Source: an optimization exercise on an open RTL-to-GDS flow (aim: small area). Production flows keep margins and buffers that such runs may drop.
In this exercise RTL edits were held to simulation tests only and were not proved equivalent to the original.
Power and IR drop assume default switching activity.

### design/flow/run.sh
#!/bin/bash
# synth_recipe.tcl (not shown) runs the flow's synth.tcl, then flattens the netlist and writes it again
# the make line also repeats each setting of config.mk as NAME=value (left out here)
make -C /OpenROAD-flow-scripts/flow DESIGN_CONFIG=/design/flow/config.mk WORK_HOME=/design/flow/orfs CLKGATE_MAP_FILE= SYNTH_SCRIPT=/design/flow/synth_recipe.tcl finish
### design/flow/config.mk
export PLATFORM = sky130hd
export DESIGN_NAME = m95m02_seq
export DESIGN_NICKNAME = m95m02_seq
export VERILOG_FILES = /design/flow/design.v
export SDC_FILE = /design/flow/constraint.sdc
export NUM_CORES = 4
export LEC_CHECK = 0
export ABC_AREA = 1
export CAP_MARGIN = 20
export CORE_MARGIN = 2
export CORE_UTILIZATION = 40
export SLEW_MARGIN = 20
### design/flow/constraint.sdc
create_clock -name core_clock -period 8.0 [get_ports {clk}]
set_input_delay 1.6000 -clock core_clock [delete_from_list [all_inputs] [get_ports {clk}]]
set_output_delay 1.6000 -clock core_clock [all_outputs]
set_load 0.01 [all_outputs]
### design/flow/design.v
module m95m02_decode (
    input  wire [3:0] op,
    output wire [7:0] wop,       
    output wire       has_addr,  
    output wire       src_ldata, 
    output wire       src_buf,   
    output wire       src_lock,  
    output wire       snk_rdata, 
    output wire       snk_buf    
);
    reg [7:0] w;
    always @(*) begin
        case (op)
            4'h1, 4'h2:       w = 8'h02;
            4'h3, 4'h4:       w = 8'h03;
            4'h5, 4'h6:       w = 8'h05;
            4'h7:             w = 8'h06;
            4'h8, 4'hA:       w = 8'h83;
            4'h9, 4'hB:       w = 8'h82;
            4'hC:             w = 8'h04;
            default:          w = 8'h01;  
        endcase
    end
    assign wop = w;
    assign has_addr  = (op >= 4'h1 && op <= 4'h4) || (op >= 4'h8 && op <= 4'hB);
    assign src_ldata = (op == 4'h1) || (op == 4'hD);
    assign src_buf   = (op == 4'h2) || (op == 4'h9);
    assign src_lock  = (op == 4'hB);
    assign snk_rdata = (op == 4'h3) || (op == 4'h5) || (op == 4'h6) || (op == 4'hA);
    assign snk_buf   = (op == 4'h4) || (op == 4'h8) || (op == 4'hA);
endmodule
module m95m02_seq (
    input  wire        clk,
    input  wire        rst,           
    input  wire        cmd_valid,
    output wire        cmd_ready,
    input  wire [3:0]  cmd_op,
    input  wire [31:0] cmd_addr,
    input  wire [31:0] cmd_len,
    input  wire [7:0]  cmd_data,
    output reg         rsp_valid,
    output wire [31:0] rsp_count,
    output wire [7:0]  rsp_data,
    output wire        rsp_flag,
    output wire [2:0]  rsp_err,
    output wire [31:0] buf_idx,
    output wire        buf_we,
    output wire [7:0]  buf_wdata,
    input  wire [7:0]  buf_rdata,
    output wire        t_init,
    output wire        t_req,
    output reg  [7:0]  t_out,
    input  wire        t_ack,
    input  wire [7:0]  t_in,
    input  wire        t_fail,
    output wire        frame_active,
    input  wire [2:0]  reg_addr,
    output reg  [31:0] reg_rdata
);
    localparam PH_IDLE  = 3'd0;
    localparam PH_TINIT = 3'd1;
    localparam PH_OPC   = 3'd2;
    localparam PH_AHI   = 3'd3;
    localparam PH_AMID  = 3'd4;
    localparam PH_ALO   = 3'd5;
    localparam PH_DATA  = 3'd6;
    reg [2:0]  phase;
    reg [31:0] idx;
    reg [3:0]  l_op;
    reg [17:0] faddr;
    reg [31:0] l_len;
    reg [7:0]  l_data;
    reg [7:0]  r_data;
    reg [1:0]  r_ecode;    
    wire c_illegal = &cmd_op[3:1];
    wire c_main    = (cmd_op >= 4'h1) && (cmd_op <= 4'h4);
    wire c_id      = (cmd_op == 4'h8) || (cmd_op == 4'h9);
    wire c_lock    = (cmd_op == 4'hA) || (cmd_op == 4'hB);
    wire c_buflen  = (cmd_op == 4'h2) || (cmd_op == 4'h4) || c_id;
    wire c_zero    = (cmd_op == 4'h0) || (cmd_op == 4'h7) || (cmd_op == 4'hC);
    wire c_pagew   = (cmd_op == 4'h2) || (cmd_op == 4'h9);
    wire a_hi_nz  = |cmd_addr[31:18];
    wire a_mid_nz = |cmd_addr[17:8];
    wire c_range  = (c_main && a_hi_nz) || (c_id && (a_hi_nz || a_mid_nz));
    wire [9:0] c_psum = {2'b00, cmd_addr[7:0]} + {1'b0, cmd_len[8:0]};
    wire c_page = c_pagew && ((|cmd_len[31:9]) || c_psum[9] ||
                              (c_psum[8] && (|c_psum[7:0])));
    wire c_ok = !c_illegal && !c_range && !c_page;
    wire [31:0] c_nlen = c_buflen ? cmd_len : {31'd0, !c_zero};
    wire [17:0] c_faddr = c_main ? cmd_addr[17:0] :
                          c_id   ? {10'd0, cmd_addr[7:0]} :
                          c_lock ? 18'h00400 : 18'd0;
    wire idle  = (phase == PH_IDLE);
    assign cmd_ready = idle;
    wire issue = cmd_valid && idle;
    wire [7:0] l_wop;
    wire l_has_addr, l_src_ldata, l_src_buf, l_src_lock, l_snk_rdata, l_snk_buf;
    m95m02_decode u_dec (
        .op(l_op), .wop(l_wop), .has_addr(l_has_addr),
        .src_ldata(l_src_ldata), .src_buf(l_src_buf), .src_lock(l_src_lock),
        .snk_rdata(l_snk_rdata), .snk_buf(l_snk_buf)
    );
    wire in_tinit = (phase == PH_TINIT);
    wire in_data  = (phase == PH_DATA);
    wire in_frame = phase[2] | phase[1];    
    assign frame_active = in_frame;
    assign t_req  = in_frame;
    assign t_init = in_tinit;
    wire x_ok   = in_frame && t_ack && !t_fail;
    wire x_fail = in_frame && t_ack && t_fail;
    wire [31:0] idx_p = idx + {31'd0, in_data};
    wire        at_end = (idx_p == l_len);
    always @(*) begin
        case (phase)
            PH_OPC:  t_out = l_wop;
            PH_AHI:  t_out = {6'd0, faddr[17:16]};
            PH_AMID: t_out = faddr[15:8];
            PH_ALO:  t_out = faddr[7:0];
            default: t_out = l_src_buf   ? buf_rdata :
                             l_src_ldata ? l_data :
                             {6'd0, l_src_lock, 1'b0};
        endcase
    end
    assign buf_idx   = idx;
    assign buf_wdata = t_in;
    assign buf_we    = in_data && x_ok && l_snk_buf;
    reg [2:0] ph_step;
    always @(*) begin
        case (phase)
            PH_OPC:  ph_step = l_has_addr ? PH_AHI : (at_end ? PH_IDLE : PH_DATA);
            PH_AHI:  ph_step = PH_AMID;
            PH_AMID: ph_step = PH_ALO;
            default: ph_step = at_end ? PH_IDLE : PH_DATA;    
        endcase
    end
    always @(posedge clk) begin
        if (rst) begin
            phase     <= PH_IDLE;
            idx       <= 32'd0;
            l_op      <= 4'd0;
            faddr     <= 18'd0;
            l_len     <= 32'd0;
            l_data    <= 8'd0;
            r_data    <= 8'd0;
            r_ecode   <= 2'd0;
            rsp_valid <= 1'b0;
        end else begin
            rsp_valid <= 1'b0;
            if (issue) begin
                r_ecode <= {c_page && !c_range, c_range};
                r_data  <= 8'd0;
                idx     <= 32'd0;
                l_op    <= cmd_op;
                if (!c_ok) begin
                    rsp_valid <= 1'b1;
                end else begin
                    faddr  <= c_faddr;
                    l_len  <= c_nlen;
                    l_data <= cmd_data;
                    phase  <= (cmd_op == 4'h0) ? PH_TINIT : PH_OPC;
                end
            end
            if (in_tinit && t_ack) begin
                phase     <= PH_IDLE;
                rsp_valid <= 1'b1;
            end
            if (x_fail) begin
                r_ecode   <= 2'd3;
                phase     <= PH_IDLE;
                rsp_valid <= 1'b1;
            end
            if (x_ok) begin
                phase <= ph_step;
                if (ph_step == PH_IDLE)
                    rsp_valid <= 1'b1;
                if (in_data) begin
                    idx <= idx_p;
                    if (l_snk_rdata)
                        r_data <= t_in;
                end
            end
        end
    end
    wire illegal_l = &l_op[3:1];
    wire [2:0] err = {illegal_l, r_ecode};
    wire flag = (l_op == 4'h6) && r_data[0];
    assign rsp_count = idx;
    assign rsp_data  = r_data;
    assign rsp_flag  = flag;
    assign rsp_err   = err;
    always @(*) begin
        case (reg_addr)
            3'd0: reg_rdata = {25'd0, phase, in_frame, flag, |err, !idle};
            3'd1: reg_rdata = {29'd0, err};
            3'd2: reg_rdata = idx;
            3'd3: reg_rdata = {24'd0, r_data};
            3'd4: reg_rdata = {28'd0, l_op};
            3'd5: reg_rdata = {14'd0, faddr};
            3'd6: reg_rdata = l_len;
            default: reg_rdata = {24'd0, l_data};
        endcase
    end
endmodule
==> summary.md, run 1 <==
| Metric | Value |
|---|---|
| Starting density of the core | 0.4055 |
| Lkg Pwr | between 4 and 5 nW |
| # H-tree levels | 3 |
| CP required | 6.40 ns |
| Gpl congestion | 0.9843 |
| Clock Skews | 0.01283 ns |
| Avg Cell Area, Syn | between 6 and 7 um2 |
| Buffer and inverter count on the worst path | 4 |
| Yosys top cell area share | 0.2750 |
| Post-CTS Setup Bufs | 0 |
| Clk pin slew, worst setup/hold paths | roughly 0.080 ns |
| Number of global-route vias before repair | between 8000 and 9000 |
| Vias per cell | 5.275 |
| R2R setup slack | 4.38 ns |
| R2r worst-path depth | 19 |
| DRC viols | 0 |
| Crit path kind | in2out |
| Initial antenna violation count | 1 |
| DIE AREA | about 22000 um2 |
| Final Hold Viols | 0 |
| Total power | 1.610 mW |
| DRT iter0 DRCs | ~610 |
| CTS root buffer | clkbuf_16 |
| Number of iterations in the first detailed-routing pass | 5 |
| Num CTS Buffers | 9 |
| Routed Antenna Nets | 0 |
| VDD IR max | about 0.00013 V |
| Most common cell after layout, fill and taps aside | nand2_1 |
| Final setup viols | 0 |
| Register bit count reported by yosys | 112 |
| Sink Count | roughly 110 |
| WHS | ~0.5 ns |
| Die Span X | roughly 150 um |
| Slowest cell on crit path | clkinv_1 |
| Tmin final | between 7 and 8 ns |
| Grt total ovfl | 0 |
| Seq/Total Area, Yosys | 0.2750 |
| Input/output buffers | roughly 230 |
| Synth Instances | around 1300 |
| Syn_nets | 1447 |
| CP max stage delay | approximately 1.0 ns |
| Setup crit end kind | primary output |
| Max Cap Viol | 0 |
| Slew @ Worst Pin | ~1.1 ns |
| Unique cell type count in the Yosys netlist | between 40 and 50 |
| Top cell type by total area after synthesis | dfxtp_1 |
| Top cells by area, synth | dfxtp_1 (28%), nand2_1 (16%), inv_1 (9.7%) |
| P&R area growth vs syn | 30.77% |
| Wire per inst | roughly 18 um |
| WL final | ~32000 um |
| Boundary Pins | between 200 and 250 |
| First-pass GRT wire length | between 40000 and 50000 um |
| Die height | ~150 um |
| CP max FO | 27 |
| Share of layout cells above drive strength 1 | 0.04061 |
| Global Route Usage Sum | 0.2921 |
| Reg2reg end | phase[2]$_SDFFE_PP0P_ |
| Hpwl dp | between 20000 and 30000 um |
| Largest net degree at the start of global routing | 87 |
| Core Box Area | approximately 20000 um2 |
| Worst reg2reg startpoint | phase[1]$_SDFFE_PP0P_ |
| CP Cell Sequence | clkdlybuf4s50_1 -> clkinv_1 -> nor3_1 -> clkinv_1 -> o221ai_1 -> a2bb2oi_1 -> clkdlybuf4s50_1 |
| Cell Area, Synth | 8153 um2 |
| Final #Nets | 1611 |
| Clock buffer depth | 2 |
| Cell family with most CP delay | buffers and inverters |
| Clock latency (worst-skew pair) | 0.37 ns |
| Most frequent cells in the layout | nand2_1 (346), clkdlybuf4s50_1 (228), inv_1 (211) |
| Kind of start point of the critical path | input port |
| Cell Rows | between 50 and 60 |
| CTS tree | yes |
| Total number of vias | 9353 |
| Setup TNS Final | 0 ns |
| Period utilisation layout | 0.8781 |
| CTS resizes | 0 |
| RSZ-0062 raised after global routing | false |
| Cells on Worst Hold Path | 2 |
| Worst Hold Class | reg2reg |
| FMAX | about 0.14 GHz |
| Status | complete, no violations |
| Hold Path Sink | l_data[6]$_SDFFE_PP0P_ |
| Final Max Slew Viols | 0 |
| Pwr per Cell Area | roughly 150 nW/um2 |
| Slew Limit Headroom | 0.2699 |
| Hold_sp | l_data[6]$_SDFFE_PP0P_ |
| Hold Buf Count CTS | 0 |
| WP data arrival | between 5 and 6 ns |
| Yosys synthesis warning count | 2 |
cell type report:
class	count	area (um2)
diodes	1	2.502
clock buffers	9	225.2
clock inverters	7	101.3
fillers	2047	9443
inverters	220	825.8
multi-input cells	917	4579
flip-flops and latches	112	2242
well taps	270	337.8
repair buffers	237	2347
tightest hold or removal path, cell delays in order (launching register included):
cell and delay, ns:
dfxtp_1 0.33, inv_1 0.07, a21oi_1 0.05
where the power goes:
part	leakage (nW)	internal (mW)	switching, mW
clock	0.158	0.279	0.238
sequential	0.913	0.600	0.0291
combinational	3.33	0.180	0.285
total	4.40	1.06	0.552
worst max-delay path by stage:
stage                            from       endpoint  cells past startpoint
final                     reg_addr[2]   reg_rdata[0]                      7
after detailed placement  reg_addr[2]   reg_rdata[0]                      7
after global routing      reg_addr[2]   reg_rdata[3]                      8
after floorplan           reg_addr[2]  reg_rdata[11]                      5
after global placement    reg_addr[2]   reg_rdata[3]                      8
after CTS                 reg_addr[2]   reg_rdata[0]                      7
synthesized netlist by cell type (all sizes together):
master,instances
a2bb2oi,1
or2,1
nand3,97
a32oi,1
o311ai,1
a21boi,1
ha,13
xnor2,3
nor3,69
dfxtp,112
and2,1
a21oi,108
inv,215
fa,1
clkinv,5
a211oi,10
clkbuf,26
a31oi,2
a221oi,4
nor2,115
nand4,10
o22ai,30
o2111ai,4
nand2,353
a2111oi,1
o221ai,16
xor2,7
nor4,10
o21a,1
buf,58
a221o,2
a32o,1
o211ai,4
a22oi,6
o21ai,44
metrics by stage:
step,utilization,setup slack (ns),cell area [um2],std cells
final,0.5303,0.9754,10660,1773
after global routing,0.5303,0.7347,10660,1773
after detailed placement,0.5137,1.151,10330,1756
after global placement,0.5137,1.236,10330,1756
after CTS,0.5299,1.135,10650,1772
after floorplan,-,3.425,8153,1333
sequential cells by signal (all words and copies together) (netlist names):
signal,flops
r_ecode,2
rsp_valid,1
l_len,32
l_wop,4
idx,32
l_op,4
phase,3
r_data,8
faddr,18
l_data,8
cell families after synthesis:
| group | synth area share |
|---|---|
| compound gates | 0.1719 |
| xor+xnor | 0.01074 |
| fa+ha+maj | 0.02241 |
| buf+inv | 0.1654 |
| flops | 0.2750 |
| simple gates | 0.3545 |
routing by layer:
metal,global-route usage,up-vias,share of wire
met3,0.05280,60,0.066
li1,-,4645,-
met1,0.3925,4271,0.44
met4,0.1325,0,0.041
met5,0,-,0
met2,0.4575,377,0.46
==> inputs of run 2 (changes only) <==
==> design/flow/flow/run.sh (new file) <==
#!/bin/bash
# Own layout flow: the standard flow with two changes.
#  1. Synthesis is the standard flow's synthesis script with a stronger area-oriented ABC
#     script (flow/area.abc) for the combinational logic; registers, their
#     names and cell types are as in the standard synthesis.
#  2. Ports are buffered with the smallest buffer (buf_1) instead of the
#     default clkdlybuf4s50_1.
# Each tool's full output goes to a log file in this folder.
set -euo pipefail
W=$PWD
F=$W/flow

sed "s#^source \$::env(SCRIPTS_DIR)/synth_preamble.tcl#&\nset abc_args [lreplace \$abc_args 1 1 $F/area.abc]#" \
    "$FLOW_HOME/scripts/synth.tcl" > "$W/own_synth_core.tcl"
grep -q "$F/area.abc" "$W/own_synth_core.tcl"
sed "s#\$::env(SCRIPTS_DIR)/synth.tcl#$W/own_synth_core.tcl#" "$W/synth_recipe.tcl" > "$W/own_synth.tcl"
grep -q own_synth_core "$W/own_synth.tcl"

bash standard.sh SYNTH_SCRIPT="$W/own_synth.tcl" synth > "$W/synth.log" 2>&1
bash standard.sh "BUFFER_PORTS_ARGS=-buffer_cell sky130_fd_sc_hd__buf_1" finish > "$W/layout.log" 2>&1
test -s "$W/out/final.def"
==> design/flow/flow/area.abc (new file) <==
&get -n
&st
&deepsyn -T 60
&put
dch -f
map -a
==> design/flow/standard.sh (new file) <==
#!/bin/bash
# synth_recipe.tcl (not shown) runs the flow's synth.tcl, then flattens the netlist and writes it again
# the make line also repeats each setting of config.mk as NAME=value (left out here)
make -C /OpenROAD-flow-scripts/flow DESIGN_CONFIG=/design/flow/config.mk WORK_HOME=/design/flow/orfs CLKGATE_MAP_FILE= SYNTH_SCRIPT=/design/flow/synth_recipe.tcl "${@:-finish}"
removed: design/flow/run.sh
==> run 2 against run 1 <==
Compared with the run above: design area is 28% lower; final cell count is 25% lower; still clean on timing, DRC and antenna; clock power down 4.3%; sequential share of layout area up 8.1 points; register-to-register slack got worse by 2.5 ns; largest power group unchanged; utilization down 4.4 points.
==> summary.md, run 2 <==
| Metric | Value |
|---|---|
| Status | complete, no violations |
| Worst setup margin | between 1.5 and 2 ns |
| DRT iter0 DRCs | ~570 |
| WP data arrival | between 6 and 7 ns |
| Clock Skews | between 0.004 and 0.005 ns |
| Slew @ Worst Pin | ~1.1 ns |
| # diodes | 0 |
| Setup TNS Final | 0 ns |
| Hold_sp | faddr[12]$_SDFFE_PP0P_ |
| Clock latency (worst-skew pair) | around 0.36 ns |
| Seq/Total Area, Yosys | 0.3469 |
| CTS root buffer | clkbuf_16 |
| Largest net degree at the start of global routing | 26 |
| Die height | roughly 130 um |
| Worst reg2reg startpoint | phase[2]$_SDFFE_PP0P_ |
| # H-tree levels | 3 |
| Yosys top cell area share | 0.3469 |
| Share of layout cells above drive strength 1 | 0.03159 |
| Most common cell after layout, fill and taps aside | buf_1 |
| Synth Instances | approximately 900 |
| Worst slack, placed | 1.963 ns |
| Top cell type by total area after synthesis | dfxtp_1 |
| Top_reg_cell synth | dfxtp_1 |
| CP max stage delay | approximately 0.55 ns |
| Routed wl met2 | between 10000 and 15000 um |
| CP required | 8.26 ns |
| Unique cell type count in the Yosys netlist | 35 |
| Slowest cell on crit path | dfxtp_1 |
| Die Span X | roughly 130 um |
| P&R area growth vs syn | 18.99% |
| CTS tree | yes |
| Lkg Pwr | 2.533 nW |
| Sink Count | 112 |
| M1 WL | between 10000 and 15000 um |
| Number of global-route vias before repair | about 6700 |
| Commonest cells post-synth | clkinv_1 (174), dfxtp_1 (112), o21ai_0 (90) |
| Final #Nets | around 1200 |
| Register bit count reported by yosys | around 110 |
| Final Hold Viols | 0 |
| Crit path kind | reg2reg |
| R2R setup slack | approximately 1.9 ns |
| DRC viols | 0 |
| Period utilisation layout | 0.7640 |
| Top Registers | idx (32), l_len (32), faddr (18) |
| Boundary Pins | 230 |
| Routed Antenna Nets | 0 |
| Hold Path Sink | faddr[12]$_SDFFE_PP0P_ |
| CTS resizes | 0 |
| Yosys synthesis warning count | 2 |
| Pwr per Cell Area | ~170 nW/um2 |
| R2r worst-path depth | 32 |
| Most used cell, CP | nor2_1 |
| Input/output buffers | ~230 |
| Top cells by area, synth | dfxtp_1 (35%), clkinv_1 (10%), o21ai_0 (7.0%) |
| Clock buffer depth | 2 |
| Fillcell total | 1672 |
| Clk pin slew, worst setup/hold paths | approximately 0.070 ns |
| Final Max Slew Viols | 0 |
| Tmin final | 6.112 ns |
| Slew Limit Headroom | 0.2785 |
| Hpwl dp | ~19000 um |
| Asr flop ratio synth | 0 |
| VDD IR max | ~0.00011 V |
| Global Route Usage Sum | 0.2653 |
| Kind of start point of the critical path | register |
| Final setup viols | 0 |
| Hold Buf Count CTS | 0 |
| Wire per inst | ~18 um |
| Num CTS Buffers | 9 |
| Number of synthesized flops with an enable pin | 0 |
| First-pass GRT wire length | between 30000 and 40000 um |
| Cell Rows | 46 |
| Setup crit end kind | register |
| Gpl congestion | just under 1 |
| Worst Hold Class | reg2reg |
| Core Box Area | 15830 um2 |
| Max Cap Viol | 0 |
| Reg2reg end | phase[1]$_SDFFE_PP0P_ |
| Syn_nets | just over 1000 |
| Total number of vias | approximately 7000 |
| Cell Area, Synth | 6464 um2 |
| RSZ-0062 raised after global routing | false |
| Vias per cell | roughly 5.4 |
| Starting density of the core | 0.4084 |
| Uppermost layer routed | met4 |
| Post-CTS Setup Bufs | 0 |
| WL final | 23410 um |
| CP max FO | 9 |
| Number of iterations in the first detailed-routing pass | 5 |
| Met3 WL post-DR | between 1500 and 2000 um |
| Cells on Worst Hold Path | 2 |
| FMAX | about 0.16 GHz |
| Avg Cell Area, Syn | a little over 7 um2 |
| DIE AREA | about 17000 um2 |
| Grt total ovfl | 0 |
| Top-count cell post-synth | clkinv_1 |
| Most frequent cells in the layout | buf_1 (229), clkinv_1 (174), dfxtp_1 (112) |
| Initial antenna violation count | 0 |
## run 2: through the flow
stage	utilization	instance area, um2	cells	hold WS (ns)	total power [mW]
floorplan	-	6464	898	0.4520	0.7483
global placement	0.4640	7343	1307	0.4718	0.8492
detailed placement	0.4657	7371	1308	0.4748	0.8502
CTS	0.4859	7691	1324	0.4826	1.340
global route	0.4859	7691	1324	0.5165	1.391
finish	0.4859	7691	1324	0.4830	1.336
## run 2: worst max-delay path by stage
stage                          start                     end  slack (ns)  depth (start not counted)
3_3_place_gp   phase[2]$_SDFFE_PP0P_   phase[1]$_SDFFE_PP0P_        2.03                         28
4_1_cts        phase[2]$_SDFFE_PP0P_   phase[1]$_SDFFE_PP0P_        1.93                         28
3_5_place_dp   phase[2]$_SDFFE_PP0P_   phase[1]$_SDFFE_PP0P_        1.96                         28
6_report       phase[2]$_SDFFE_PP0P_   phase[1]$_SDFFE_PP0P_        1.89                         32
5_1_grt        phase[2]$_SDFFE_PP0P_   phase[1]$_SDFFE_PP0P_        1.34                         28
2_1_floorplan            cmd_addr[0]  l_len[12]$_SDFFE_PP0P_        2.41                         17
## run 2: kinds of logic (layout without fill, tap and decap cells)
family	after synthesis	in the layout	synth area share
AND/OR/NAND/NOR	272	272	0.1878
adder cells (fa/ha/maj)	14	14	0.02826
XOR/XNOR	45	45	0.06097
buffers and inverters	218	428	0.1510
flip-flops	112	112	0.3469
AO/OA/AOI/OAI	237	237	0.2251
## run 2: per-layer routing
metal,GRT usage,vias to the layer above
li1,-,3509
met1,0.3445,3277
met2,0.4436,343
met3,0.04514,57
met4,0.09722,0
met5,0,-
## run 2: layout make-up
| class | count | area [um2] | share of cell area |
|---|---|---|---|
| clock buffers | 9 | 225.2 | 0.02928 |
| multi-input cells | 568 | 3258 | 0.4236 |
| inverters | 174 | 653.1 | 0.08492 |
| well taps | 216 | 270.3 | 0.03514 |
| clock inverters | 7 | 95.09 | 0.01236 |
| repair buffers | 238 | 947.2 | 0.1231 |
| flip-flops and latches | 112 | 2242 | 0.2915 |
## run 2: power by group
| part | switching [mW] | internal, mW | total [mW] |
|---|---|---|---|
| clock | 0.218 | 0.275 | 0.494 |
| sequential | 0.0198 | 0.578 | 0.598 |
| combinational | 0.167 | 0.0769 | 0.244 |
| total | 0.405 | 0.930 | 1.34 |
## run 2: worst max-delay path, delay by kind of cell, from the launching register on
family	cells	cell delay, ns
AO/OA/AOI/OAI	3	0.56
XOR/XNOR	1	0.18
adder cells (fa/ha/maj)	2	0.38
buffers and inverters	3	0.36
flip-flops	1	0.55
AND/OR/NAND/NOR	23	3.99
==> inputs of run 3 (changes only) <==
--- a/design/flow/design.v
+++ b/design/flow/design.v
@@ -10,16 +10,9 @@
 );
-    reg [7:0] w;
-    always @(*) begin
-        case (op)
-            4'h1, 4'h2:       w = 8'h02;
-            4'h3, 4'h4:       w = 8'h03;
-            4'h5, 4'h6:       w = 8'h05;
-            4'h7:             w = 8'h06;
-            4'h8, 4'hA:       w = 8'h83;
-            4'h9, 4'hB:       w = 8'h82;
-            4'hC:             w = 8'h04;
-            default:          w = 8'h01;  
-        endcase
-    end
-    assign wop = w;
+    wire [3:0] o = op;
+    assign wop[7]   = o[3] & ~o[2];
+    assign wop[6:3] = 4'd0;
+    assign wop[2]   = (~o[3] & o[2] & (o[1] | o[0])) | (o[3] & o[2] & ~o[1] & ~o[0]);
+    assign wop[1]   = ~o[2] | (o[1] & o[0] & ~o[3]) | (~o[1] & ~o[0] & ~o[3]);
+    assign wop[0]   = (~o[3] & ((~o[2] & o[1] & o[0]) | (o[2] & ~o[1] & ~o[0]) | (o[2] & ~o[1] & o[0]) | (o[2] & o[1] & ~o[0])))
+                    | (o[3] & ~o[2] & ~o[0]) | (o[3] & o[2] & ~o[1] & o[0]);
     assign has_addr  = (op >= 4'h1 && op <= 4'h4) || (op >= 4'h8 && op <= 4'hB);
==> design/flow/flow/area.abc (replaced) <==
&get -n
&st
&deepsyn -T 60
&dch -f
&nf -p -R 1000
&put
==> run 3 against run 2 <==
Compared with the run above: sequential power fell by 2%; utilization up 0.35 points; global-route usage down 0.78 points; clock power about the same; total power down 2.4%; synthesized cell count fell by 26%; largest cell class unchanged; largest power group unchanged.
==> summary.md, run 3 <==
| Metric | Value |
|---|---|
| Worst Hold Class | reg2reg |
| Top_reg_cell synth | dfxtp_1 |
| DRT iter0 DRCs | about 650 |
| Seq/Total Area, Yosys | 0.3653 |
| P&R area growth vs syn | 19.72% |
| Inst Count DP | between 1000 and 1500 |
| Period utilisation layout | 0.6879 |
| Number of synthesized flops with an enable pin | 0 |
| DIE AREA | ~16000 um2 |
| Combinational share of power | 0.170 |
| Top cells by area, synth | dfxtp_1 (37%), a22o_1 (13%), buf_4 (5.3%) |
| CTS tree | yes |
| Clock Skews | ~0.0074 ns |
| Asr flop ratio synth | 0 |
| Most common cell after layout, fill and taps aside | buf_1 |
| First-pass GRT wire length | around 32000 um |
| Input/output buffers | 229 |
| Top-count cell post-synth | dfxtp_1 |
| RSZ-0062 raised after global routing | false |
| CP max FO | 23 |
| Register area | 2162 um2 |
| DRC viols | 0 |
| Boundary Pins | between 200 and 250 |
| Number of iterations in the first detailed-routing pass | 6 |
| Slew Limit Headroom | 0.4150 |
| Non-filler instance count after layout | roughly 1100 |
| FMAX | approximately 0.18 GHz |
| Hold Buf Count CTS | 0 |
| CP required | roughly 8.3 ns |
| # diodes | 0 |
| Fin util | 0.4895 |
| VDD IR max | around 0.00012 V |
| Sink Count | ~110 |
| Global Route Usage Sum | 0.2575 |
| Fillcell total | approximately 1500 |
| Initial antenna violation count | 0 |
| Clk network pwr share | 0.381 |
| Post-CTS Setup Bufs | 0 |
| Final #Nets | a little under 1000 |
| Reg power frac | 0.448 |
| Tmin final | 5.504 ns |
| Clk pin slew, worst setup/hold paths | ~0.070 ns |
| Area of the multi-input gates | approximately 3400 um2 |
| Internal power | ~0.92 mW |
| Slew @ Worst Pin | 0.8708 ns |
| Die Span X | approximately 130 um |
| Max Cap Viol | 0 |
| Setup TNS Final | 0 ns |
| Number of global-route vias before repair | 5637 |
| Yosys top cell area share | 0.3653 |
| Starting density of the core | 0.4088 |
| Final setup viols | 0 |
| Top Registers | idx (32), l_len (32), faddr (18) |
| Status | complete, no violations |
| Cell Rows | 44 |
| Num CTS Buffers | 9 |
| Wire per inst | 19.67 um |
| Register bit count reported by yosys | approximately 110 |
| Clock buffer depth | 2 |
| Synth Instances | ~670 |
| Core Box Area | ~14000 um2 |
| Share of layout cells above drive strength 1 | 0.02847 |
| Gpl congestion | about 0.95 |
| Yosys synthesis warning count | 1 |
| Hpwl dp | about 16000 um |
| Kind of start point of the critical path | input port |
| Switching portion of total power | 0.2932 |
| Setup crit end kind | register |
| Unique cell type count in the Yosys netlist | 46 |
| Largest net degree at the start of global routing | 33 |
| Routed Antenna Nets | 0 |
| # H-tree levels | 3 |
| Post-DP Area | between 6000 and 7000 um2 |
| Vias per cell | between 5 and 6 |
| WP data arrival | around 5.8 ns |
| Grt total ovfl | 0 |
| Final Max Slew Viols | 0 |
| Total power | approximately 1.3 mW |
| Most frequent cells in the layout | buf_1 (229), dfxtp_1 (108), a22o_1 (87) |
| Lkg Pwr | ~2.5 nW |
| Commonest cells post-synth | dfxtp_1 (108), a22o_1 (87), nand2_1 (73) |
| WL final | roughly 21000 um |
| Clock latency (worst-skew pair) | 0.36 ns |
| Final Hold Viols | 0 |
| Die height | approximately 130 um |
| CTS root buffer | clkbuf_16 |
| CTS resizes | 0 |
| Avg Cell Area, Syn | between 8 and 9 um2 |
| Total number of vias | around 6200 |
| Final instance area | ~7100 um2 |
| Pwr per Cell Area | 183.9 nW/um2 |
| Crit path kind | in2reg |
| Cell Area, Synth | 5919 um2 |
| Syn_nets | 781 |
| Sw Pwr | 0.3821 mW |
| Top cell type by total area after synthesis | dfxtp_1 |
[run 3: power groups by stage]
stage	logic, mW	registers (mW)	clock network (mW)
after global routing	0.244	0.587	0.525
after floorplan	0.136	0.585	0
after global placement	0.220	0.596	0
after detailed placement	0.220	0.595	0
final	0.222	0.584	0.497
after CTS	0.221	0.583	0.505
[run 3: path summary, 6_finish.rpt]
kind | startpoint | to | slack, ns | cells past startpoint
hold / removal | faddr[4]$_SDFFE_PP0P_ | faddr[4]$_SDFFE_PP0P_ | 0.52 | 1
setup / recovery | cmd_addr[1] | l_len[31]$_SDFFE_PP0P_ | 2.50 | 16
hold reg to reg | faddr[4]$_SDFFE_PP0P_ | faddr[4]$_SDFFE_PP0P_ | 0.52 | 1
setup reg to reg | phase[1]$_SDFFE_PP0P_ | phase[1]$_SDFFE_PP0P_ | 2.85 | 23
[run 3: area by class of cell]
cell class | count | share of cell area
repair buffers | 235 | 0.1276
well taps | 184 | 0.03249
flip-flops and latches | 108 | 0.3051
clock buffers | 11 | 0.03425
multi-input cells | 500 | 0.4785
clock inverters | 5 | 0.01201
inverters | 19 | 0.01006
[run 3: cells by family (layout without fill, tap and decap cells)]
logic type               after synthesis  after routing  share of synthesized area
flip-flops                           108            108                     0.3652
AND/OR/NAND/NOR                      210            210                     0.1801
buffers and inverters                 61            270                    0.06531
XOR/XNOR                              50             50                    0.07398
AO/OA/AOI/OAI                        228            228                     0.2887
adder cells (fa/ha/maj)               12             12                    0.02663
[run 3: critical path: stages]
cell and delay, ns:
buf_1 0.10, ha_1 0.29, a21o_1 0.18, a21oi_1 0.21, nor2b_1 0.23, nand2_1 0.12
xor2_1 0.16, nor4_1 0.27, a21oi_1 0.08, o21ai_0 0.32, nand3_1 0.14, or2_0 0.34
nor2_1 0.60, and2_0 0.61, buf_4 0.38, a22o_1 0.17
[run 3: stage by stage]
stage / hold slack [ns] / worst slack (ns)
final: 0.5184 / 2.496
after detailed placement: 0.5014 / 2.179
after floorplan: 0.4566 / 2.349
after CTS: 0.5181 / 2.567
after global routing: 0.5379 / 2.111
after global placement: 0.5025 / 2.252
[run 3: metal layers]
| layer | vias up | track usage | wire length [um] |
|---|---|---|---|
| met5 | - | 0 | 0 |
| met4 | 0 | 0.07516 | 560 |
| met3 | 46 | 0.06032 | 1935 |
| met2 | 357 | 0.4045 | 9381 |
| met1 | 2874 | 0.3542 | 9010 |
| li1 | 2936 | - | - |
==> inputs of run 4 (changes only) <==
--- a/design/flow/flow/run.sh
+++ b/design/flow/flow/run.sh
@@ -1,3 +1,3 @@
 #!/bin/bash
-# Own layout flow: the standard flow with two changes.
+# Own layout flow: the standard flow with these changes.
 #  1. Synthesis is the standard flow's synthesis script with a stronger area-oriented ABC
@@ -7,2 +7,3 @@
 #     default clkdlybuf4s50_1.
+#  3. Clock tree built from smaller clock buffers, without dummy loads.
 # Each tool's full output goes to a log file in this folder.
@@ -19,3 +20,6 @@
 bash standard.sh SYNTH_SCRIPT="$W/own_synth.tcl" synth > "$W/synth.log" 2>&1
-bash standard.sh "BUFFER_PORTS_ARGS=-buffer_cell sky130_fd_sc_hd__buf_1" finish > "$W/layout.log" 2>&1
+bash standard.sh \
+    "BUFFER_PORTS_ARGS=-buffer_cell sky130_fd_sc_hd__buf_1" \
+    "CTS_ARGS=-sink_clustering_enable -repair_clock_nets -dont_use_dummy_load -buf_list sky130_fd_sc_hd__clkbuf_4 -root_buf sky130_fd_sc_hd__clkbuf_8" \
+    finish > "$W/layout.log" 2>&1
 test -s "$W/out/final.def"
==> run 4 against run 3 <==
Compared with the run above: first-iteration DRC count shrank 3.4%; still clean on timing, DRC and antenna; clock power shrank 44%; sequential share of layout area grew 0.90 points; clock skew grew 0.013 ns.
==> summary.md, run 4 <==
| Metric | Value |
|---|---|
| Non-filler instance count after layout | 1055 |
| Yosys top cell area share | 0.3653 |
| Asr flop ratio synth | 0 |
| Slowest cell on crit path | and2_0 |
| Setup TNS Final | 0 ns |
| Yosys synthesis warning count | 1 |
| Largest net degree at the start of global routing | 33 |
| Cell Area, Synth | ~5900 um2 |
| Number of iterations in the first detailed-routing pass | 6 |
| CP Cell Sequence | buf_1 -> ha_1 -> a21o_1 -> a21oi_1 -> nor2b_1 -> nand2_1 -> xor2_1 -> nor4_1 -> a21oi_1 -> o21ai_0 -> nand3_1 -> or2_0 -> nor2_1 -> and2_0 -> buf_4 -> a22o_1 |
| Avg Cell Area, Syn | slightly below 9 um2 |
| Hpwl dp | around 16000 um |
| Cell Rows | between 40 and 50 |
| Sink Count | about 110 |
| Max Cap Viol | 0 |
| Crit path kind | in2reg |
| CTS root buffer | clkbuf_8 |
| DRC viols | 0 |
| Clock latency (worst-skew pair) | between 0.3 and 0.4 ns |
| Core Box Area | 14480 um2 |
| Input/output buffers | 229 |
| Clock Skews | roughly 0.020 ns |
| Slew Limit Headroom | 0.3960 |
| Lkg Pwr | between 2 and 2.5 nW |
| Unique cell type count in the Yosys netlist | 46 |
| Status | complete, no violations |
| Die Span X | between 100 and 150 um |
| Final Max Slew Viols | 0 |
| Top_reg_cell synth | dfxtp_1 |
| Most frequent cells in the layout | buf_1 (229), dfxtp_1 (108), a22o_1 (87) |
| Share of layout cells above drive strength 1 | 0.02181 |
| Register bit count reported by yosys | 108 |
| # diodes | 0 |
| Final #Nets | slightly below 1000 |
| WHS | 0.5186 ns |
| Total number of vias | 6201 |
| Total power | ~1.1 mW |
| Global Route Usage Sum | 0.2571 |
| Post-CTS Setup Bufs | 0 |
| R2R setup slack | around 2.9 ns |
| RSZ-0062 raised after global routing | false |
| Clock buffer depth | 2 |
| Met2 global-route usage | 0.4029 |
| CP max stage delay | 0.62 ns |
| DRT iter0 DRCs | 630 |
| WP data arrival | about 5.8 ns |
| CTS tree | yes |
| Number of global-route vias before repair | roughly 5600 |
| CTS resizes | 0 |
| CP max FO | 23 |
| Final Hold Viols | 0 |
| Number of synthesized flops with an enable pin | 0 |
| CP required | between 8 and 9 ns |
| Top cell type by total area after synthesis | dfxtp_1 |
| Worst Hold Class | reg2reg |
| Num CTS Buffers | 9 |
| Fin util | 0.4754 |
| Clk pin slew, worst setup/hold paths | roughly 0.090 ns |
| Starting density of the core | 0.4088 |
| Kind of start point of the critical path | input port |
| Seq/Total Area, Yosys | 0.3653 |
| GR peak layer | met2 |
| First-pass GRT wire length | 31970 um |
| FMAX | ~0.18 GHz |
| Initial antenna violation count | 0 |
| Hold Buf Count CTS | 0 |
| Top-count cell post-synth | dfxtp_1 |
| Die height | 125.7 um |
| # H-tree levels | 3 |
| Top Registers | idx (32), l_len (32), faddr (18) |
| Pwr per Cell Area | between 150 and 200 nW/um2 |
| VDD IR max | a little under 0.00009 V |
| Synth Instances | around 670 |
| Commonest cells post-synth | dfxtp_1 (108), a22o_1 (87), nand2_1 (73) |
| Grt met1 use | 0.3534 |
| Setup crit end kind | register |
| Gpl congestion | between 0.9 and 1 |
| Wire per inst | between 15 and 20 um |
| GR Layer Usage met3 | 0.05947 |
| DIE AREA | 15790 um2 |
| Slew @ Worst Pin | 0.8991 ns |
| Boundary Pins | 230 |
| Vias per cell | ~6 |
| Most used cell, CP | a21oi_1 |
| Routed Antenna Nets | 0 |
| Top cells by area, synth | dfxtp_1 (37%), a22o_1 (13%), buf_4 (5.3%) |
| WL final | ~21000 um |
| Inst Count DP | 1046 |
| Syn_nets | about 780 |
| Tmin final | 5.452 ns |
| Final setup viols | 0 |
| Most common cell after layout, fill and taps aside | buf_1 |
| Grt total ovfl | 0 |
| P&R area growth vs syn | 16.28% |
| Period utilisation layout | 0.6815 |
## run 4: worst paths after layout
path,endpoint,cells after the start,startpoint
max,l_len[24]$_SDFFE_PP0P_,16,cmd_addr[1]
min,faddr[4]$_SDFFE_PP0P_,1,faddr[4]$_SDFFE_PP0P_
max reg2reg,phase[1]$_SDFFE_PP0P_,23,phase[0]$_SDFFE_PP0P_
min reg2reg,faddr[4]$_SDFFE_PP0P_,1,faddr[4]$_SDFFE_PP0P_
## run 4: layer usage
layer	up-vias	routed length, um
li1	2940	-
met1	2876	9142
met5	-	0
met3	42	1837
met4	0	581
met2	343	9337
## run 4: logic make-up after synthesis
| family | count (synthesis) | share of synthesized area |
|---|---|---|
| buf+inv | 61 | 0.06531 |
| flops | 108 | 0.3652 |
| compound gates | 228 | 0.2887 |
| simple gates | 210 | 0.1801 |
| xor+xnor | 50 | 0.07398 |
| fa+ha+maj | 12 | 0.02663 |
## run 4: area by class of cell
| cell class | instances | area (um2) |
|---|---|---|
| well taps | 184 | 230.2 |
| clock buffers | 9 | 123.9 |
| flip-flops and latches | 108 | 2162 |
| fillers | 1485 | 7596 |
| inverters | 19 | 71.32 |
| repair buffers | 235 | 904.6 |
| multi-input cells | 500 | 3391 |
## run 4: critical path, delay by kind of cell
| family | cells | cell delay (ns) |
|---|---|---|
| AO/OA/AOI/OAI | 5 | 0.93 |
| XOR/XNOR | 1 | 0.16 |
| adder cells (fa/ha/maj) | 1 | 0.29 |
| AND/OR/NAND/NOR | 7 | 2.32 |
| buffers and inverters | 2 | 0.48 |
## run 4: report_power, final
| part | total, mW | internal, mW | switching [mW] |
|---|---|---|---|
| Combinational | 0.223 | 0.0804 | 0.142 |
| Sequential | 0.585 | 0.556 | 0.0283 |
| Clock | 0.277 | 0.102 | 0.176 |
## run 4: through the flow
stage	setup slack (ns)	cell area, um2
final	2.548	6883
after global routing	2.143	6883
after CTS	2.596	6880
after detailed placement	2.179	6756
after global placement	2.252	6751
after floorplan	2.349	5919
==> inputs of run 5 (changes only) <==
--- a/design/flow/config.mk
+++ b/design/flow/config.mk
@@ -8,5 +8,6 @@
 export ABC_AREA = 1
-export CAP_MARGIN = 20
+export CAP_MARGIN = 10
 export CORE_MARGIN = 2
-export CORE_UTILIZATION = 40
-export SLEW_MARGIN = 20
+export CORE_UTILIZATION = 60
+export GPL_TIMING_DRIVEN = 0
+export SLEW_MARGIN = 10
==> run 5 against run 4 <==
Compared with the run above: non-clock buffer count increased by 41; sequential cell count unchanged; global-route usage increased by 9.5 points; clock power decreased by 1%; utilization increased by 27 points; final cell count decreased by 0.95%; die area decreased by 32%; total power increased by 0.74%; maximum frequency decreased by 7.0%.
==> summary.md, run 5 <==
| Metric | Value |
|---|---|
| Status | complete, no violations |
| Commonest cells post-synth | dfxtp_1 (108), a22o_1 (87), nand2_1 (73) |
| Number of synthesized flops with an enable pin | 0 |
| Unique cell type count in the Yosys netlist | between 40 and 50 |
| Global Route Usage Sum | 0.3523 |
| WL final | a little under 20000 um |
| Initial antenna violation count | 0 |
| Seq/Total Area, Yosys | 0.3653 |
| Most used cell, CP | o21ai_0 |
| Top Registers | idx (32), l_len (32), faddr (18) |
| CP max stage delay | around 0.7 ns |
| Worst Hold Class | reg2reg |
| Total number of vias | roughly 6500 |
| CTS tree | yes |
| Grt total ovfl | 0 |
| Starting density of the core | 0.6112 |
| Share of layout cells above drive strength 1 | 0.06579 |
| Yosys synthesis warning count | 1 |
| CTS root buffer | clkbuf_8 |
| Fillcell total | 816 |
| Clock buffer depth | 2 |
| Lkg Pwr | about 2.7 nW |
| WP data arrival | slightly above 6 ns |
| Register bit count reported by yosys | approximately 110 |
| Syn_nets | 781 |
| Most common cell after layout, fill and taps aside | buf_1 |
| Avg Cell Area, Syn | 8.848 um2 |
| VDD IR max | between 0.00009 and 0.0001 V |
| Clock latency (worst-skew pair) | between 0.3 and 0.4 ns |
| Kind of start point of the critical path | input port |
| Top-count cell post-synth | dfxtp_1 |
| Non-filler instance count after layout | around 1000 |
| Slew Limit Headroom | 0.1465 |
| Hpwl dp | between 10000 and 15000 um |
| Inst Count DP | slightly above 1000 |
| Final Max Slew Viols | 0 |
| Buffer and inverter count on the worst path | 3 |
| # H-tree levels | 3 |
| CP required | between 8 and 9 ns |
| Asr flop ratio synth | 0 |
| Most frequent cells in the layout | buf_1 (229), dfxtp_1 (108), a22o_1 (87) |
| Die height | roughly 100 um |
| Hold Buf Count CTS | 0 |
| Input/output buffers | 229 |
| Post-CTS Setup Bufs | 0 |
| Die Span X | 103.3 um |
| Routed Antenna Nets | 0 |
| Number of global-route vias before repair | between 5000 and 6000 |
| CP Cell Sequence | buf_1 -> ha_1 -> clkinv_1 -> fa_1 -> nor2b_1 -> o21ai_0 -> nor2_1 -> o21ai_0 -> nor4_1 -> a21oi_1 -> o21ai_0 -> nand3_1 -> or2_0 -> nor2_1 -> and2_1 -> buf_16 -> a22o_1 |
| Top cell type by total area after synthesis | dfxtp_1 |
| DRT iter0 DRCs | between 600 and 700 |
| Final setup viols | 0 |
| Tmin final | a little under 6 ns |
| Yosys top cell area share | 0.3653 |
| R2R setup slack | about 2.7 ns |
| Top cells by area, synth | dfxtp_1 (37%), a22o_1 (13%), buf_4 (5.3%) |
| Final Hold Viols | 0 |
| Vias per cell | roughly 6.2 |
| Core Box Area | roughly 9700 um2 |
| Clk pin slew, worst setup/hold paths | ~0.09 ns |
| Top_reg_cell synth | dfxtp_1 |
| DIE AREA | around 11000 um2 |
| Period utilisation layout | 0.7325 |
| Setup TNS Final | 0 ns |
| Slew @ Worst Pin | around 1.3 ns |
| Boundary Pins | 230 |
| Max Cap Viol | 0 |
| Setup crit end kind | register |
| CP max FO | 18 |
| # diodes | 0 |
| Clock Skews | around 0.029 ns |
| DRC viols | 0 |
| FMAX | between 0.15 and 0.2 GHz |
| Largest net degree at the start of global routing | 35 |
| Pwr per Cell Area | between 150 and 200 nW/um2 |
| Cell Rows | 36 |
| Final #Nets | between 1000 and 1500 |
| Cell family with most CP delay | simple AND/OR/NAND/NOR gates |
| Num CTS Buffers | 9 |
| RSZ-0062 raised after global routing | false |
| First-pass GRT wire length | between 20000 and 30000 um |
| Gpl congestion | between 0.9 and 1 |
| Synth Instances | 669 |
| Sink Count | ~110 |
| Crit path kind | in2reg |
| Cell Area, Synth | 5919 um2 |
| Slowest cell on crit path | nor2_1 |
| Wire per inst | 18.56 um |
| P&R area growth vs syn | 21.52% |
| CTS resizes | 0 |
| Number of iterations in the first detailed-routing pass | 8 |
==> run 5: worst paths after layout <==
check | from | end | cells after the start
min | r_data[2]$_SDFF_PP0_ | r_data[2]$_SDFF_PP0_ | 1
max reg2reg | phase[1]$_SDFFE_PP0P_ | phase[2]$_SDFFE_PP0P_ | 21
max | cmd_len[0] | l_len[9]$_SDFFE_PP0P_ | 17
min reg2reg | r_data[2]$_SDFF_PP0_ | r_data[2]$_SDFF_PP0_ | 1
==> run 5: metrics by stage <==
stage | area (um2) | setup WS (ns) | power, mW | hold WS (ns) | utilization
4_1_cts | 7188 | 2.282 | 1.085 | 0.5155 | 0.7422
3_5_place_dp | 7064 | 1.914 | 0.8233 | 0.4976 | 0.7295
3_3_place_gp | 6945 | 0.3320 | 0.8063 | 0.4943 | 0.7172
6_report | 7193 | 2.140 | 1.092 | 0.5185 | 0.7428
5_1_grt | 7193 | 1.905 | 1.130 | 0.5345 | 0.7428
2_1_floorplan | 5919 | 2.349 | 0.7210 | 0.4566 | -
==> run 5: cell type report <==
cell class | instances | area [um2] | area share
inverter | 19 | 71.32 | 0.009915
tap | 133 | 166.4 | 0.02313
clock buffer | 9 | 123.9 | 0.01722
buffer | 42 | 315.3 | 0.04383
multi-input combinational | 500 | 3390 | 0.4712
sequential | 108 | 2162 | 0.3006
timing repair buffer | 234 | 964.7 | 0.1341
==> run 5: logic make-up (layout without fill, tap and decap cells) <==
logic type               count (synthesis)  count (layout)  synth area share
AO/OA/AOI/OAI                          228             228            0.2887
AND/OR/NAND/NOR                        210             210            0.1801
flip-flops                             108             108            0.3652
buffers and inverters                   61             304           0.06531
XOR/XNOR                                50              50           0.07398
adder cells (fa/ha/maj)                 12              12           0.02663
==> run 5: routing by layer <==
metal  vias to the layer above  global-route usage  wire length [um]  part of all wire
li1                       3023                   -                 -                 -
met3                        55             0.05175              1875             0.097
met5                         -                   0                 0                 0
met4                         0              0.1589               609             0.031
met2                       402              0.5994              9327              0.48
met1                      3041              0.4430              7586              0.39
==> run 5: where the power goes <==
| part | switching [mW] | internal (mW) |
|---|---|---|
| Combinational | 0.146 | 0.0902 |
| Clock | 0.171 | 0.102 |
| Sequential | 0.0273 | 0.556 |
| Total | 0.344 | 0.748 |
==> inputs of run 6 (changes only) <==
--- a/design/flow/flow/run.sh
+++ b/design/flow/flow/run.sh
@@ -8,2 +8,3 @@
 #  3. Clock tree built from smaller clock buffers, without dummy loads.
+#  4. Synthesis leaves adders to ABC (no ADDER_MAP_FILE half/full-adder cells).
 # Each tool's full output goes to a log file in this folder.
@@ -19,3 +20,3 @@
 
-bash standard.sh SYNTH_SCRIPT="$W/own_synth.tcl" synth > "$W/synth.log" 2>&1
+bash standard.sh SYNTH_SCRIPT="$W/own_synth.tcl" ADDER_MAP_FILE= synth > "$W/synth.log" 2>&1
 bash standard.sh \
--- a/design/flow/config.mk
+++ b/design/flow/config.mk
@@ -8,6 +8,6 @@
 export ABC_AREA = 1
-export CAP_MARGIN = 10
+export CAP_MARGIN = 20
 export CORE_MARGIN = 2
-export CORE_UTILIZATION = 60
-export GPL_TIMING_DRIVEN = 0
-export SLEW_MARGIN = 10
+export CORE_UTILIZATION = 40
+export PLACE_DENSITY = 0.75
+export SLEW_MARGIN = 20
==> run 6 against run 5 <==
Compared with the run above: maximum frequency down 3.5%; clock skew is 0.0061 ns lower; register-to-register slack lost 0.77 ns; non-clock buffer count shrank 39; first-iteration DRC count rose by 20%; setup slack lost 0.21 ns; clock power about the same; sequential power is 2% higher; sequential share of layout area increased by 1.9 points; global-route usage fell by 9.9 points; worst hold slack got worse by 0.013 ns; critical path type is now reg2reg; critical endpoint is now phase[1]$_SDFFE_PP0P_.
==> summary.md, run 6 <==
| Metric | Value |
|---|---|
| Vias per cell | approximately 6.0 |
| Worst Hold Class | reg2reg |
| Cell Area, Synth | 5784 um2 |
| Input/output buffers | approximately 230 |
| Max Cap Viol | 0 |
| # diodes | 0 |
| Initial antenna violation count | 0 |
| CP max FO | 12 |
| WHS | just over 0.5 ns |
| Top cells by area, synth | dfxtp_1 (37%), a22o_1 (13%), buf_4 (5.5%) |
| WL final | about 20000 um |
| CTS resizes | 0 |
| Die Span X | around 120 um |
| Num CTS Buffers | 9 |
| Clock latency (worst-skew pair) | 0.40 ns |
| Asr flop ratio synth | 0 |
| Clk pin slew, worst setup/hold paths | 0.08 ns |
| Synth Instances | between 600 and 700 |
| Register bit count reported by yosys | about 110 |
| DRT iter0 DRCs | between 700 and 800 |
| Share of layout cells above drive strength 1 | 0.02299 |
| Largest net degree at the start of global routing | 61 |
| Wire per inst | about 19 um |
| Sink Count | ~110 |
| Grt total ovfl | 0 |
| Setup TNS Final | 0 ns |
| Non-filler instance count after layout | ~1100 |
| Fillcell total | roughly 1400 |
| Top-count cell post-synth | dfxtp_1 |
| Total power | 1.111 mW |
| Avg Cell Area, Syn | 8.685 um2 |
| Top cell type by total area after synthesis | dfxtp_1 |
| Die height | around 120 um |
| CP required | just over 8 ns |
| DRC viols | 0 |
| Final Hold Viols | 0 |
| Hold Buf Count CTS | 0 |
| RSZ-0062 raised after global routing | false |
| Boundary Pins | 230 |
| Starting density of the core | 0.4135 |
| Slew Limit Headroom | 0.3201 |
| Crit path kind | reg2reg |
| Tmin final | 6.071 ns |
| First-pass GRT wire length | 31270 um |
| Clock buffer depth | 2 |
| Combinational share of power | 0.221 |
| Commonest cells post-synth | dfxtp_1 (108), a22o_1 (83), nand2_1 (75) |
| Yosys top cell area share | 0.3738 |
| Slew @ Worst Pin | about 1.0 ns |
| Number of global-route vias before repair | 5633 |
| Seq/Total Area, Yosys | 0.3738 |
| Clock Skews | about 0.023 ns |
| Global Route Usage Sum | 0.2536 |
| Core Box Area | 13990 um2 |
| Yosys synthesis warning count | 1 |
| Sw Pwr | between 0.3 and 0.4 mW |
| Number of synthesized flops with an enable pin | 0 |
| Final Max Slew Viols | 0 |
| Status | complete, no violations |
| Inst Count DP | around 1000 |
| Hpwl dp | about 15000 um |
| Reg power frac | 0.534 |
| Area of the multi-input gates | 3261 um2 |
| P&R area growth vs syn | 16.79% |
| Routed Antenna Nets | 0 |
| Kind of start point of the critical path | register |
| FMAX | about 0.16 GHz |
| Most frequent cells in the layout | buf_1 (229), dfxtp_1 (108), a22o_1 (83) |
| Clk network pwr share | 0.245 |
| Register area | between 2000 and 2500 um2 |
| Top Registers | idx (32), l_len (32), faddr (18) |
| Switching portion of total power | 0.3249 |
| Setup crit end kind | register |
| Unique cell type count in the Yosys netlist | 50 |
| Syn_nets | 766 |
| Gpl congestion | roughly 0.94 |
| Cell Rows | 43 |
| Post-CTS Setup Bufs | 0 |
| Final setup viols | 0 |
| VDD IR max | slightly below 0.00009 V |
| DIE AREA | roughly 15000 um2 |
| Number of iterations in the first detailed-routing pass | 8 |
| # H-tree levels | 3 |
| CTS tree | yes |
| Lkg Pwr | roughly 2.3 nW |
| Internal power | around 0.75 mW |
| WP data arrival | 6.34 ns |
| Top_reg_cell synth | dfxtp_1 |
| CTS root buffer | clkbuf_8 |
| Final #Nets | just under 1000 |
| Total number of vias | ~6300 |
| Most common cell after layout, fill and taps aside | buf_1 |
| Period utilisation layout | 0.7589 |
| Pwr per Cell Area | approximately 160 nW/um2 |
==> run 6: worst paths after layout <==
kind / startpoint / endpoint / slack [ns] / depth (start not counted)
min: r_data[1]$_SDFF_PP0_ / r_data[1]$_SDFF_PP0_ / 0.51 / 1
min reg2reg: r_data[1]$_SDFF_PP0_ / r_data[1]$_SDFF_PP0_ / 0.51 / 1
max: phase[0]$_SDFFE_PP0P_ / phase[1]$_SDFFE_PP0P_ / 1.93 / 24
max reg2reg: phase[0]$_SDFFE_PP0P_ / phase[1]$_SDFFE_PP0P_ / 1.93 / 24
==> run 6: layout make-up <==
type / count / area share
flip-flops and latches: 108 / 0.3201
repair buffers: 237 / 0.1361
inverters: 17 / 0.009446
well taps: 180 / 0.03334
multi-input cells: 499 / 0.4827
clock buffers: 9 / 0.01834
==> run 6: per-layer routing <==
layer | wire length [um] | up-vias | global-route usage | part of all wire
met3 | 2019 | 23 | 0.06658 | 0.099
met2 | 9695 | 370 | 0.4359 | 0.48
li1 | - | 2940 | - | -
met5 | 0 | - | 0 | 0
met4 | 255 | 0 | 0.04428 | 0.013
met1 | 8365 | 2927 | 0.3239 | 0.41
==> run 6: metrics by stage <==
stage | utilization | worst slack [ns] | instance area (um2)
global placement | 0.4741 | 2.294 | 6631
floorplan | - | 2.443 | 5784
global route | 0.4829 | 1.314 | 6755
finish | 0.4829 | 1.929 | 6755
detailed placement | 0.4741 | 2.047 | 6631
CTS | 0.4829 | 1.994 | 6755
==> run 6: critical path, cell delays in order (launching register included) <==
cell and delay [ns]:
dfxtp_1 0.43, and3b_1 0.41, nand4_1 0.16, nand2b_1 0.23
nor2_1 0.30, and4_1 0.37, nand4_1 0.19, nor2b_1 0.33
and3_1 0.32, and4_1 0.29, and3_1 0.23, and2_0 0.25
nand3_1 0.18, nor2b_1 0.29, nand4_1 0.19, nor2b_1 0.32
and3_1 0.27, or2_0 0.18, xor2_1 0.16, nand3_1 0.09
a211oi_1 0.30, nand2b_1 0.16, a21oi_1 0.07, a21oi_1 0.15
o21ai_0 0.09
==> run 6: cell families after synthesis <==
kind of cell	count (synthesis)	synth area share
muxes	1	0.001947
and+or+nand+nor	225	0.1940
adders and majority gates	1	0.001731
xor gates and xnor gates	35	0.05300
DFF	108	0.3738
buffers and inverters	59	0.06554
AOI/OAI and AO/OA	237	0.3100
==> run 6: power by group through the flow <==
stage	combinational [mW]	sequential, mW	clock (mW)
2_1_floorplan	0.151	0.594	0
3_3_place_gp	0.240	0.605	0
3_5_place_dp	0.240	0.604	0
4_1_cts	0.242	0.592	0.277
5_1_grt	0.269	0.596	0.297
6_report	0.246	0.593	0.272
==> inputs of run 7 (changes only) <==
--- a/design/flow/config.mk
+++ b/design/flow/config.mk
@@ -11,3 +11,2 @@
 export CORE_UTILIZATION = 40
-export PLACE_DENSITY = 0.75
 export SLEW_MARGIN = 20
==> run 7 against run 6 <==
Compared with the run above: still clean on timing, DRC and antenna; critical path depth unchanged; worst hold slack better by 0.0044 ns; global-route usage up 0.93 points; total power about the same; via count up 1.3%; non-clock buffer count unchanged; critical endpoint unchanged; largest cell class unchanged.
==> summary.md, run 7 <==
| Metric | Value |
|---|---|
| Post-CTS Setup Bufs | 0 |
| Final Hold Viols | 0 |
| DIE AREA | ~15000 um2 |
| Final #Nets | 972 |
| Top_reg_cell synth | dfxtp_1 |
| Clock latency (worst-skew pair) | roughly 0.39 ns |
| R2r worst-path depth | 24 |
| Final setup viols | 0 |
| Seq/Total Area, Yosys | 0.3738 |
| Unique cell type count in the Yosys netlist | 50 |
| Cell Rows | 43 |
| WP data arrival | ~6.2 ns |
| # diodes | 0 |
| Top cells by area, synth | dfxtp_1 (37%), a22o_1 (13%), buf_4 (5.5%) |
| Share of layout cells above drive strength 1 | 0.02184 |
| Hold Buf Count CTS | 0 |
| Total number of vias | ~6300 |
| Slew @ Worst Pin | between 1 and 1.5 ns |
| Number of iterations in the first detailed-routing pass | 8 |
| Kind of start point of the critical path | register |
| Setup TNS Final | 0 ns |
| Register area | around 2200 um2 |
| Die height | roughly 120 um |
| Pwr per Cell Area | 164.8 nW/um2 |
| DRT iter0 DRCs | about 820 |
| Initial antenna violation count | 0 |
| Input/output buffers | 229 |
| Lkg Pwr | between 2 and 2.5 nW |
| Reg2reg end | phase[1]$_SDFFE_PP0P_ |
| # H-tree levels | 3 |
| Commonest cells post-synth | dfxtp_1 (108), a22o_1 (83), nand2_1 (75) |
| CTS root buffer | clkbuf_8 |
| Most frequent cells in the layout | buf_1 (229), dfxtp_1 (108), a22o_1 (83) |
| Sink Count | approximately 110 |
| Die Span X | around 120 um |
| Most common cell after layout, fill and taps aside | buf_1 |
| Top Registers | idx (32), l_len (32), faddr (18) |
| Clk pin slew, worst setup/hold paths | approximately 0.1 ns |
| DRC viols | 0 |
| Cell Area, Synth | around 5800 um2 |
| Number of synthesized flops with an enable pin | 0 |
| Hold Path Sink | faddr[10]$_SDFFE_PP0P_ |
| Grt total ovfl | 0 |
| Synth Instances | 666 |
| Final Max Slew Viols | 0 |
| Largest net degree at the start of global routing | 33 |
| CTS tree | yes |
| Status | complete, no violations |
| Cells on Worst Hold Path | 2 |
| Core Box Area | around 14000 um2 |
| Worst reg2reg startpoint | phase[0]$_SDFFE_PP0P_ |
| Yosys synthesis warning count | 1 |
| Period utilisation layout | 0.7423 |
| Starting density of the core | 0.4135 |
| Top cell type by total area after synthesis | dfxtp_1 |
| CP max FO | 12 |
| Global Route Usage Sum | 0.2629 |
| VDD IR max | around 0.000084 V |
| Area of the multi-input gates | around 3300 um2 |
| Clock Skews | 0.03190 ns |
| Syn_nets | around 770 |
| Worst Hold Class | reg2reg |
| Register bit count reported by yosys | approximately 110 |
| Boundary Pins | between 200 and 250 |
| Avg Cell Area, Syn | ~8.7 um2 |
| RSZ-0062 raised after global routing | false |
| Routed Antenna Nets | 0 |
| Yosys top cell area share | 0.3738 |
| Crit path kind | reg2reg |
| Gpl congestion | between 0.9 and 1 |
| WHS | between 0.5 and 0.6 ns |
| CP required | just over 8 ns |
| Vias per cell | slightly above 6 |
| Hpwl dp | ~16000 um |
| Clock buffer depth | 2 |
| Tmin final | roughly 6 ns |
| Wire per inst | between 15 and 20 um |
| Slew Limit Headroom | 0.3157 |
| First-pass GRT wire length | approximately 33000 um |
| R2R setup slack | 2.06 ns |
| Number of global-route vias before repair | 5921 |
| Num CTS Buffers | 9 |
| Fillcell total | about 1400 |
| Max Cap Viol | 0 |
| Setup crit end kind | register |
| Asr flop ratio synth | 0 |
| WL final | ~21000 um |
| Hold_sp | faddr[10]$_SDFFE_PP0P_ |
| P&R area growth vs syn | 16.70% |
| FMAX | around 0.17 GHz |
| CTS resizes | 0 |
| Top-count cell post-synth | dfxtp_1 |
==> run 7: how the worst max path moves through the flow <==
stage	startpoint	end	slack [ns]	depth (start not counted)
finish	phase[0]$_SDFFE_PP0P_	phase[1]$_SDFFE_PP0P_	2.06	24
global route	phase[0]$_SDFFE_PP0P_	phase[1]$_SDFFE_PP0P_	1.29	24
detailed placement	phase[0]$_SDFFE_PP0P_	phase[1]$_SDFFE_PP0P_	2.17	24
floorplan	cmd_addr[0]	faddr[0]$_SDFFE_PP0P_	2.44	13
global placement	phase[0]$_SDFFE_PP0P_	phase[1]$_SDFFE_PP0P_	2.42	24
CTS	phase[0]$_SDFFE_PP0P_	phase[1]$_SDFFE_PP0P_	2.11	24
==> run 7: layout make-up <==
type	instances	share of cell area
Sequential cell	108	0.3203
Inverter	17	0.009453
Tap cell	180	0.03336
Multi-Input combinational cell	499	0.4823
Clock buffer	9	0.01835
Timing Repair Buffer	237	0.1362
==> run 7: cell families after synthesis <==
logic type / count (synthesis) / synth area share
xor gates and xnor gates: 35 / 0.05300
AOI/OAI and AO/OA: 237 / 0.3100
muxes: 1 / 0.001947
and+or+nand+nor: 225 / 0.1940
DFF: 108 / 0.3738
buffers and inverters: 59 / 0.06554
adders and majority gates: 1 / 0.001731
==> run 7: per-layer routing <==
metal / vias up / part of all wire / global-route usage / routed length (um)
li1: 2943 / - / - / -
met1: 3020 / 0.42 / 0.3597 / 8804
met2: 347 / 0.46 / 0.4037 / 9685
met3: 34 / 0.093 / 0.07088 / 1938
met4: 0 / 0.022 / 0.08262 / 466
met5: - / 0 / 0 / 0
==> run 7: critical path, cell delays in order, from the launching register on <==
cell	delay [ns]
dfxtp_1	0.43
and3b_1	0.39
nand4_1	0.17
nand2b_1	0.24
nor2_1	0.29
and4_1	0.36
nand4_1	0.17
nor2b_1	0.31
and3_1	0.33
and4_1	0.31
and3_1	0.22
and2_0	0.25
nand3_1	0.17
nor2b_1	0.31
nand4_1	0.19
nor2b_1	0.30
and3_1	0.29
or2_0	0.18
xor2_1	0.16
nand3_1	0.10
a211oi_1	0.23
nand2b_1	0.14
a21oi_1	0.07
a21oi_1	0.15
o21ai_0	0.09
==> run 7: where the power goes <==
part	internal, mW	leakage (nW)	switching [mW]	total (mW)
clock network	0.102	0.0647	0.173	0.275
logic	0.0888	1.40	0.155	0.244
registers	0.560	0.874	0.0339	0.594
total	0.750	2.34	0.362	1.11
==> run 7: stage by stage <==
step / setup WS, ns / util / std cells / power, mW / instance area, um2
floorplan: 2.443 / - / 666 / 0.7444 / 5784
global placement: 2.416 / 0.4737 / 1041 / 0.8410 / 6626
detailed placement: 2.168 / 0.4737 / 1041 / 0.8443 / 6626
CTS: 2.112 / 0.4826 / 1050 / 1.115 / 6750
global route: 1.292 / 0.4826 / 1050 / 1.165 / 6750
finish: 2.061 / 0.4826 / 1050 / 1.112 / 6750

## what the ideal ports hide
How much do the figures lean on ideal ports? The routed layouts below were timed once more, with nothing changed but the port constraints. Step 1 sets driving cells, clkbuf_16 on the clock port and buf_2 on the other inputs (assumed; they add their load-dependent delay and slew). Step 2 adds t to the input delays and takes it off the output delays; t is the mean of the earliest and latest rising clock arrival at the registers after step 1. Input paths then give back, and output paths get back, about the clock's delay inside the block. Slacks: no drivers / after step 1 / after step 2; pairs: no drivers / after step 1.
| run | shift t [ns] | setup slack, ns | worst register clock-pin slew, ns | worst data-port slew with drivers (ns) |
|---|---|---|---|---|
| run 1 | 0.412 | 0.975 / 0.946 / 0.946 | 0.09 / 0.09 | 0.09 |
| run 2 | 0.398 | 1.888 / 1.888 / 1.888 | 0.08 / 0.08 | 0.06 |
| run 3 | 0.401 | 2.496 / 2.516 / 2.116 | 0.07 / 0.07 | 0.07 |
| run 4 | 0.418 | 2.548 / 2.565 / 2.147 | 0.10 / 0.10 | 0.07 |
| run 5 | 0.397 | 2.140 / 2.151 / 1.754 | 0.11 / 0.11 | 0.06 |
| run 6 | 0.417 | 1.929 / 1.929 / 1.929 | 0.11 / 0.11 | 0.05 |
| run 7 | 0.412 | 2.061 / 2.061 / 2.061 | 0.11 / 0.11 | 0.06 |
After both steps every run listed still meets setup and hold. The setup slack of run 4, which loses most, moves by +0.017 ns with the drivers and by -0.401 ns with both steps.
